From an optimization exercise on the open Yosys and OpenROAD flow, aimed at small area; shortcuts taken in it are not production practice. In this exercise RTL edits were held to simulation tests only and were not proved equivalent to the original. Power is estimated from default activity; no workload was simulated.

// sbus_core
module sbus_core (
    input  wire        clk,
    input  wire        rst,
    input  wire        in_valid,
    input  wire [7:0]  in_data,
    output wire        frame_complete,
    input  wire [4:0]  rd_idx,
    output wire [10:0] rd_data,
    output wire        failsafe_o,
    output wire [31:0] lost_count_o,
    input  wire [10:0] scale_in,
    output wire [7:0]  scale_out,
    input  wire        tick,
    input  wire        p_wait,
    output wire        wake_out,
    output wire        wake_cause
);
    wire         commit;
    wire [175:0] payload;
    wire [7:0]   status;
    sbus_decoder u_decoder (
        .clk      (clk),
        .rst      (rst),
        .in_valid (in_valid),
        .in_data  (in_data),
        .commit   (commit),
        .payload  (payload),
        .status   (status)
    );
    sbus_store u_store (
        .clk          (clk),
        .rst          (rst),
        .commit       (commit),
        .payload      (payload),
        .status       (status),
        .rd_idx       (rd_idx),
        .rd_data      (rd_data),
        .failsafe_o   (failsafe_o),
        .lost_count_o (lost_count_o)
    );
    sbus_scaler u_scaler (
        .raw  (scale_in),
        .axis (scale_out)
    );
    sbus_wake_arbiter u_arbiter (
        .clk        (clk),
        .rst        (rst),
        .commit     (commit),
        .tick       (tick),
        .p_wait     (p_wait),
        .wake_out   (wake_out),
        .wake_cause (wake_cause)
    );
    assign frame_complete = commit;
endmodule
==> flow/config.mk <==
export PLATFORM = sky130hd
export DESIGN_NAME = sbus_core
export DESIGN_NICKNAME = sbus_core
export VERILOG_FILES = /design/flow/design.v
export SDC_FILE = /design/flow/constraint.sdc
export NUM_CORES = 4
export LEC_CHECK = 0
export ABC_AREA = 0
export CAP_MARGIN = 0
export CORE_MARGIN = 2
export CORE_UTILIZATION = 55
export CTS_BUF_LIST = sky130_fd_sc_hd__clkbuf_4
export CTS_CLUSTER_DIAMETER = 35
export CTS_CLUSTER_SIZE = 10
export PLACE_DENSITY = 0.65
export SLEW_MARGIN = 0
==> flow/constraint.sdc <==
create_clock -name core_clock -period 40.0 [get_ports {clk}]
set_input_delay 8.0000 -clock core_clock [delete_from_list [all_inputs] [get_ports {clk}]]
set_output_delay 8.0000 -clock core_clock [all_outputs]
set_load 0.01 [all_outputs]
standard.sh (not shown) runs the stock make flow with config.mk's settings and CLKGATE_MAP_FILE= SYNTH_SCRIPT=/design/flow/synth_recipe.tcl, a recipe that flattens the netlist after the stock synthesis.
==> flow/flow/run.sh <==
#!/bin/bash
# The standard layout with two changes: the port buffers are buf_1 cells, and
# clock tree synthesis inserts no dummy loads and drives the flip-flops from
# clkbuf_4 cells in clusters of at most 10 sinks within 35 um.
# make's full output goes to make_finish.log; each ORFS step also writes its
# own log under orfs/logs.
set -euo pipefail
bash standard.sh \
  "BUFFER_PORTS_ARGS=-buffer_cell sky130_fd_sc_hd__buf_1" \
  "CTS_ARGS=-sink_clustering_enable -repair_clock_nets -buf_list sky130_fd_sc_hd__clkbuf_4 -sink_clustering_size 10 -sink_clustering_max_diameter 35 -sink_buffer_max_cap_derate 0.05 -dont_use_dummy_load" \
  finish > make_finish.log 2>&1
Edit:
Settings changed: CORE_UTILIZATION 55 to 70, PLACE_DENSITY 0.65 to 0.8.
Clock-buffer cell count went down by 6.
Die area went down by 21%.
Cell count went down by 7.0%.
Worst setup slack got worse by 0.027 ns.
Via count barely changes.
Edit:
--- a/flow/flow/run.sh
+++ b/flow/flow/run.sh
@@ -4 +4 @@
-# clkbuf_4 cells in clusters of at most 10 sinks within 35 um.
+# clkbuf_4 cells in clusters of at most 9 sinks within 35 um.
@@ -10 +10 @@
-  "CTS_ARGS=-sink_clustering_enable -repair_clock_nets -buf_list sky130_fd_sc_hd__clkbuf_4 -sink_clustering_size 10 -sink_clustering_max_diameter 35 -sink_buffer_max_cap_derate 0.05 -dont_use_dummy_load" \
+  "CTS_ARGS=-sink_clustering_enable -repair_clock_nets -buf_list sky130_fd_sc_hd__clkbuf_4 -sink_clustering_size 9 -sink_clustering_max_diameter 35 -sink_buffer_max_cap_derate 0.05 -dont_use_dummy_load" \
Settings changed: CTS_CLUSTER_SIZE 10 to 9.
Result: The changed run finished with timing, DRC and antenna clean. Wire length came out lower slightly. Sequential share of layout area stays flat. Count of clock-buffer cells in the layout went up by 3. Worst hold slack is about the same. Final cell count is about the same. Sequential power is about the same.


build 50:
Another version of the RTL of sbus_core (not shown whole).
For scale: roughly 1100 cells after synthesis, ~410 flip-flops, about 84 I/O pins, roughly 16000 µm² of cells after synthesis.
==> flow/config.mk <==
export PLATFORM = sky130hd
export DESIGN_NAME = sbus_core
export DESIGN_NICKNAME = sbus_core
export VERILOG_FILES = /design/flow/design.v
export SDC_FILE = /design/flow/constraint.sdc
export NUM_CORES = 4
export LEC_CHECK = 0
export ABC_AREA = 0
export CAP_MARGIN = 0
export CORE_MARGIN = 2
export CORE_UTILIZATION = 70
export CTS_BUF_LIST = sky130_fd_sc_hd__clkbuf_8
export CTS_CLUSTER_DIAMETER = 50
export CTS_CLUSTER_SIZE = 20
export PLACE_DENSITY = 0.8
export SLEW_MARGIN = 0
==> flow/constraint.sdc <==
create_clock -name core_clock -period 40.0 [get_ports {clk}]
set_input_delay 8.0000 -clock core_clock [delete_from_list [all_inputs] [get_ports {clk}]]
set_output_delay 8.0000 -clock core_clock [all_outputs]
set_load 0.01 [all_outputs]
==> flow/flow/run.sh <==
#!/bin/bash
# The standard layout with three changes: the port buffers are buf_1 cells,
# clock tree synthesis inserts no dummy loads, and uses clkbuf_8 cells in
# clusters of at most 20 sinks.
set -euo pipefail
bash standard.sh \
  "BUFFER_PORTS_ARGS=-buffer_cell sky130_fd_sc_hd__buf_1" \
  "CTS_ARGS=-sink_clustering_enable -repair_clock_nets -buf_list sky130_fd_sc_hd__clkbuf_8 -sink_clustering_size 24 -sink_clustering_max_diameter 50 -sink_buffer_max_cap_derate 0.03 -dont_use_dummy_load" \
  finish > make_finish.log 2>&1
Modified inputs, build 62 compared to build 50
Settings: CTS_BUF_LIST now sky130_fd_sc_hd__clkbuf_4, was sky130_fd_sc_hd__clkbuf_8; CTS_CLUSTER_SIZE now 10, was 20; CTS_CLUSTER_DIAMETER now 35, was 50.
==> flow/flow/run.sh <==
#!/bin/bash
# The standard layout with two changes: the port buffers are buf_1 cells, and
# clock tree synthesis inserts no dummy loads and drives the flip-flops from
# clkbuf_4 cells in clusters of at most 10 sinks within 35 um.
# make's full output goes to make_finish.log; each ORFS step also writes its
# own log under orfs/logs.
set -euo pipefail
bash standard.sh \
  "BUFFER_PORTS_ARGS=-buffer_cell sky130_fd_sc_hd__buf_1" \
  "CTS_ARGS=-sink_clustering_enable -repair_clock_nets -buf_list sky130_fd_sc_hd__clkbuf_4 -sink_clustering_size 10 -sink_clustering_max_diameter 35 -sink_buffer_max_cap_derate 0.05 -dont_use_dummy_load" \
  finish > make_finish.log 2>&1
Results
The sequential share of layout area reported for build 62 is greater than that of build 50 by 0.34 points.
The more densely filled core belongs to build 50, not build 62.
Diff build 50..build 62 | worst slack on hold paths | negligible
When build 62 is set beside build 50, its relative contribution of the clock network to total power turns out to be 1.7 points smaller.
Going from build 50 to build 62, critical path depth now larger; routed wirelength normalized by instance count fell 0.75%; worst setup slack moved up; total non-filler cell area in the finished layout shows a reduction of 86 µm²; non-filler instance count after layout higher.
Build 62 against build 50: maximum frequency now sits at about the same level; via count now sits higher.
#### Input delta (build 92 over build 62)
Settings: CTS_CLUSTER_SIZE changed from 10 to 20; CTS_BUF_LIST changed from sky130_fd_sc_hd__clkbuf_4 to sky130_fd_sc_hd__clkbuf_8; CTS_CLUSTER_DIAMETER changed from 35 to 50.
==> flow/flow/run.sh <==
#!/bin/bash
# The standard layout with three changes: the port buffers are buf_1 cells,
# clock tree synthesis inserts no dummy loads, and uses clkbuf_8 cells in
# clusters of at most 20 sinks.
set -euo pipefail
bash standard.sh \
  "BUFFER_PORTS_ARGS=-buffer_cell sky130_fd_sc_hd__buf_1" \
  "CTS_ARGS=-sink_clustering_enable -repair_clock_nets -buf_list sky130_fd_sc_hd__clkbuf_4 -sink_clustering_size 10 -sink_clustering_max_diameter 35 -sink_buffer_max_cap_derate 0.05 -dont_use_dummy_load" \
  finish > make_finish.log 2>&1
==> comparison <==
- As far as sequential cell area share goes, build 62 and build 92 are indistinguishable; the numbers are identical.
- Going from build 62 to build 92, number of buffers inserted to repair setup after CTS roughly the same; time the worst path needs with I/O delays and setup roughly the same.
- Reported for build 62 and build 92, die area turned out identical to the last digit.
- Final RePlAce weighted congestion: build 92 vs build 62 identical
- Build 62 -> build 92: utilization flat
- Diff build 92..build 62 | layout multi-input combinational cell count | unchanged
- As far as total detailed-routing wirelength goes, build 62 and build 92 are indistinguishable; the numbers are identical.
- From build 92 to build 62, worst-case setup slack after placement did not move at all.

## port drivers added, routing unchanged
The flow's constraints put no driver on any port. The routed layouts listed below were extracted and timed again, unchanged, in two steps.
Step 1: set_driving_cell puts a clkbuf_16 on clk and a buf_2 on each other input, an assumption about the parent block.
Step 2 also shifts input and output timing later by t, the mid clock arrival at the registers, as if the neighbouring blocks saw the same clock.
Slacks: ideal / step 1 / step 2; pairs: ideal / step 1.
| run | shift t [ns] | setup WS [ns] | worst setup path after step 2 | latest minus earliest clock arrival (ns) | pins driven straight from the clock port |
|---|---|---|---|---|---|
| the first run of note 1 | 0.716 | 19.870 / 19.846 / 19.846 | input to output | 0.092 / 0.092 | 1 |
| the second run of note 1 | 0.680 | 19.843 / 19.817 / 19.817 | input to output | 0.126 / 0.127 | 1 |
| the third run of note 1 | 0.686 | 19.853 / 19.828 / 19.828 | input to output | 0.113 / 0.113 | 1 |
| build 50 | 0.561 | 19.394 / 19.368 / 19.368 | input to output | 0.080 / 0.080 | 1 |
| build 62 | 0.726 | 19.426 / 19.401 / 19.401 | input to output | 0.062 / 0.062 | 1 |
| build 92 | 0.726 | 19.426 / 19.401 / 19.401 | input to output | 0.062 / 0.062 | 1 |
After both steps setup and hold are still met in every run listed.
